From an optimization exercise on the open Yosys and OpenROAD flow, aimed at small area; shortcuts taken in it are not production practice. Function was checked by simulation only, so behaviour that the tests miss may differ from the original. The flow treats the clock pin as an ideal source, which a real chip does not have. Power is estimated from default activity; no workload was simulated.

## mwf1_rx
module mwf1_rx (
    input  wire        clk,
    input  wire        rst,
    input  wire        rx_valid,
    input  wire [7:0]  rx_data,
    output wire        rx_ready,
    output wire        tx_valid,
    output wire [7:0]  tx_data,
    input  wire        tx_ready,
    output wire        pay_we,
    output wire [14:0] pay_addr,
    output wire [7:0]  pay_wdata,
    output wire        frm_valid,
    output wire [14:0] frm_len,
    input  wire        frm_ready,
    output wire [1:0]  st_phase,
    output wire [1:0]  st_rx_state
);
    localparam [14:0] MAXLEN = 15'd26937;
    localparam [1:0] PH_RECEIVE  = 2'd1;
    localparam [1:0] PH_DISPATCH = 2'd2;
    localparam [1:0] PH_ACK      = 2'd3;
    localparam [1:0] S_SEEK = 2'd0;
    localparam [1:0] S_LEN  = 2'd1;
    localparam [1:0] S_PAY  = 2'd2;
    localparam [1:0] S_CRC  = 2'd3;
    localparam [2:0] A_ERL0 = 3'b100, A_ERL1 = 3'b111, A_ERL2 = 3'b010;
    localparam [2:0] A_ERC0 = 3'b101, A_ERC1 = 3'b110, A_ERC2 = 3'b011;
    localparam [2:0] A_OK0  = 3'b000, A_OK1  = 3'b001;
    reg [1:0]  phase;
    reg [1:0]  rx_state;
    reg        win_ne;
    reg [1:0]  mm;
    reg [14:0] len_r;
    reg        len_ovf;      
    reg [14:0] pay_cnt;
    reg [31:0] crc;
    reg [15:0] tmr;
    reg        tmr_ge;       
    wire [2:0] ack = {win_ne, mm};
    wire recv   = (phase == PH_RECEIVE);
    wire rx_fire = rx_valid && recv;
    wire st_seek = (rx_state == S_SEEK);
    wire st_len  = (rx_state == S_LEN);
    wire st_pay  = (rx_state == S_PAY);
    wire st_crc  = (rx_state == S_CRC);
    wire [31:0] crc_next;
    mwf1_crc32 u_crc (.s(crc), .b(rx_data), .o(crc_next));
    wire crc_ok = (crc[31:8] == 24'h00BE26) && ((crc[7:0] ^ rx_data) == 8'hED);
    reg  [14:0] cnt_inc;
    reg         cnt_cy;
    integer     k;
    always @* begin
        cnt_cy = 1'b1;
        for (k = 0; k < 15; k = k + 1) begin
            cnt_inc[k] = pay_cnt[k] ^ cnt_cy;
            cnt_cy     = pay_cnt[k] & cnt_cy;
        end
    end
    wire        fld_last = (pay_cnt[1:0] == 2'd3);
  ...
clock: 5.0 ns
lec_check: 0
cap_margin: 0
core_margin: 2
core_utilization: 70
place_density: 0.85
slew_margin: 0
standard.sh (not shown) runs the stock make flow with config.mk's settings and CLKGATE_MAP_FILE= SYNTH_SCRIPT=/design/flow/synth_recipe.tcl, a recipe that flattens the netlist after the stock synthesis.
==> flow/flow/run.sh <==
#!/bin/bash
# The standard layout (standard.sh: the standard synthesis and ORFS flow),
# with these changes to how the layout is built:
#  - synthesis maps the logic with an area-oriented ABC script
#    (flow/abc_map.script, used in place of ORFS's abc_speed.script through a
#    copy of ORFS's scripts folder in ./orfs_scripts; nothing else in the
#    copy changes, so the registers are those of the standard synthesis);
#  - the input and output port buffers use the smallest buffer cell
#    (sky130_fd_sc_hd__buf_1);
#  - the clock tree uses clkbuf_8 buffers and no dummy loads.
# standard.sh's full output is written to standard.log in this folder; ORFS
# keeps each step's log under orfs/logs/.
set -o pipefail
rm -rf orfs_scripts
cp -r "$FLOW_HOME/scripts" orfs_scripts
cp flow/abc_map.script orfs_scripts/abc_speed.script
export SCRIPTS_DIR="$PWD/orfs_scripts"
export BUFFER_PORTS_ARGS="-buffer_cell sky130_fd_sc_hd__buf_1"
export CTS_ARGS="-sink_clustering_enable -repair_clock_nets -buf_list sky130_fd_sc_hd__clkbuf_8 -sink_clustering_size 30 -dont_use_dummy_load"
bash standard.sh > standard.log 2>&1
==> flow/flow/abc_map.script <==
strash
&get -n
&st
&dch -f
&nf -R 1000 -p
&put
strash
&get -n
&st
&syn2
&dch -f
&nf -R 1000 -p
&put
Then changed:
--- a/flow/flow/run.sh
+++ b/flow/flow/run.sh
@@ -8,5 +8,7 @@
 #  - the input and output port buffers use the smallest buffer cell
 #    (sky130_fd_sc_hd__buf_1);
-#  - the clock tree uses clkbuf_8 buffers and no dummy loads.
+#  - the clock tree is built from clkbuf_4 buffers without dummy loads, and
+#    after CTS each clock buffer whose flip-flops would see too slow a clock
+#    slew is upsized to clkbuf_8 (flow/post_cts.tcl).
 # standard.sh's full output is written to standard.log in this folder; ORFS
 # keeps each step's log under orfs/logs/.
@@ -17,4 +19,5 @@
 export SCRIPTS_DIR="$PWD/orfs_scripts"
 export BUFFER_PORTS_ARGS="-buffer_cell sky130_fd_sc_hd__buf_1"
-export CTS_ARGS="-sink_clustering_enable -repair_clock_nets -buf_list sky130_fd_sc_hd__clkbuf_8 -sink_clustering_size 30 -dont_use_dummy_load"
+export CTS_ARGS="-sink_clustering_enable -repair_clock_nets -buf_list sky130_fd_sc_hd__clkbuf_4 -dont_use_dummy_load"
+export POST_CTS_TCL="$PWD/flow/post_cts.tcl"
 bash standard.sh > standard.log 2>&1
==> flow/flow/post_cts.tcl (new file) <==
estimate_parasitics -placement
foreach inst [get_cells -hierarchical clkbuf*] {
  if {[get_property $inst ref_name] != "sky130_fd_sc_hd__clkbuf_4"} { continue }
  set out [get_pins -of_objects $inst -filter "direction==output"]
  set worst 0
  foreach pin [get_pins -of_objects [get_nets -of_objects $out] -filter "direction==input"] {
    if {[get_property $pin name] != "CLK"} { continue }
    foreach e {rise fall} {
      set s [get_property $pin slew_max_$e]
      if {$s > $worst} { set worst $s }
    }
  }
  if {$worst > 0.112} {
    puts "upsizing [get_name $inst] to clkbuf_8 (clock pin slew $worst ns)"
    replace_cell $inst sky130_fd_sc_hd__clkbuf_8
  }
}
estimate_parasitics -placement
detailed_placement
check_placement -verbose
estimate_parasitics -placement
Total power came out lower by about 5.4%.
Maximum frequency goes down by about 1.6%.
Routed wire length came out lower by about 0.8%.
Combinational power stays flat.
Global-route usage is about the same.
Final area decreases by 0.91%.
Non-clock buffer count stays the same.
Worst hold slack improves by 0.019 ns.
Setup slack gets worse by 0.073 ns.
Then changed:
--- a/flow/flow/run.sh
+++ b/flow/flow/run.sh
@@ -8,7 +8,5 @@
 #  - the input and output port buffers use the smallest buffer cell
 #    (sky130_fd_sc_hd__buf_1);
-#  - the clock tree is built from clkbuf_4 buffers without dummy loads, and
-#    after CTS each clock buffer whose flip-flops would see too slow a clock
-#    slew is upsized to clkbuf_8 (flow/post_cts.tcl).
+#  - the clock tree uses clkbuf_8 buffers and no dummy loads.
 # standard.sh's full output is written to standard.log in this folder; ORFS
 # keeps each step's log under orfs/logs/.
@@ -19,5 +17,4 @@
 export SCRIPTS_DIR="$PWD/orfs_scripts"
 export BUFFER_PORTS_ARGS="-buffer_cell sky130_fd_sc_hd__buf_1"
-export CTS_ARGS="-sink_clustering_enable -repair_clock_nets -buf_list sky130_fd_sc_hd__clkbuf_4 -dont_use_dummy_load"
-export POST_CTS_TCL="$PWD/flow/post_cts.tcl"
+export CTS_ARGS="-sink_clustering_enable -repair_clock_nets -buf_list sky130_fd_sc_hd__clkbuf_8 -sink_clustering_size 30 -dont_use_dummy_load"
 bash standard.sh > standard.log 2>&1
Settings changed: CORE_UTILIZATION 70 to 40, GPL_TIMING_DRIVEN set to 0, PLACE_DENSITY 0.85 to 0.6.
removed: flow/flow/post_cts.tcl
The changed run went through all stages and came out clean.
Total power rose by 6.0%.
Worst hold slack barely changes.
Routed wire length hardly moves.
Final cell count rose by 12%.
Clock-buffer cell count is unchanged.

separate check: timing with driven ports:
How much do the figures lean on ideal ports? The routed layouts below were timed once more, with nothing changed but the port constraints. Step 1, drivers: a clkbuf_16 drives clk and a buf_2 each remaining input, both assumed. Step 2 also shifts input and output timing later by t, the mid clock arrival at the registers, as if the neighbouring blocks saw the same clock. Slacks: ideal / step 1 / step 2; pairs: ideal / step 1.
| run | t (ns) | setup WS [ns] | worst setup path at the end |
|---|---|---|---|
| the first run | 0.379 | 0.373 / 0.373 / 0.373 | register to register |
| the second run | 0.449 | 0.300 / 0.300 / 0.300 | register to register |
| the third run | 0.378 | 0.343 / 0.343 / 0.343 | register to register |
After both steps every run listed still meets setup and hold.
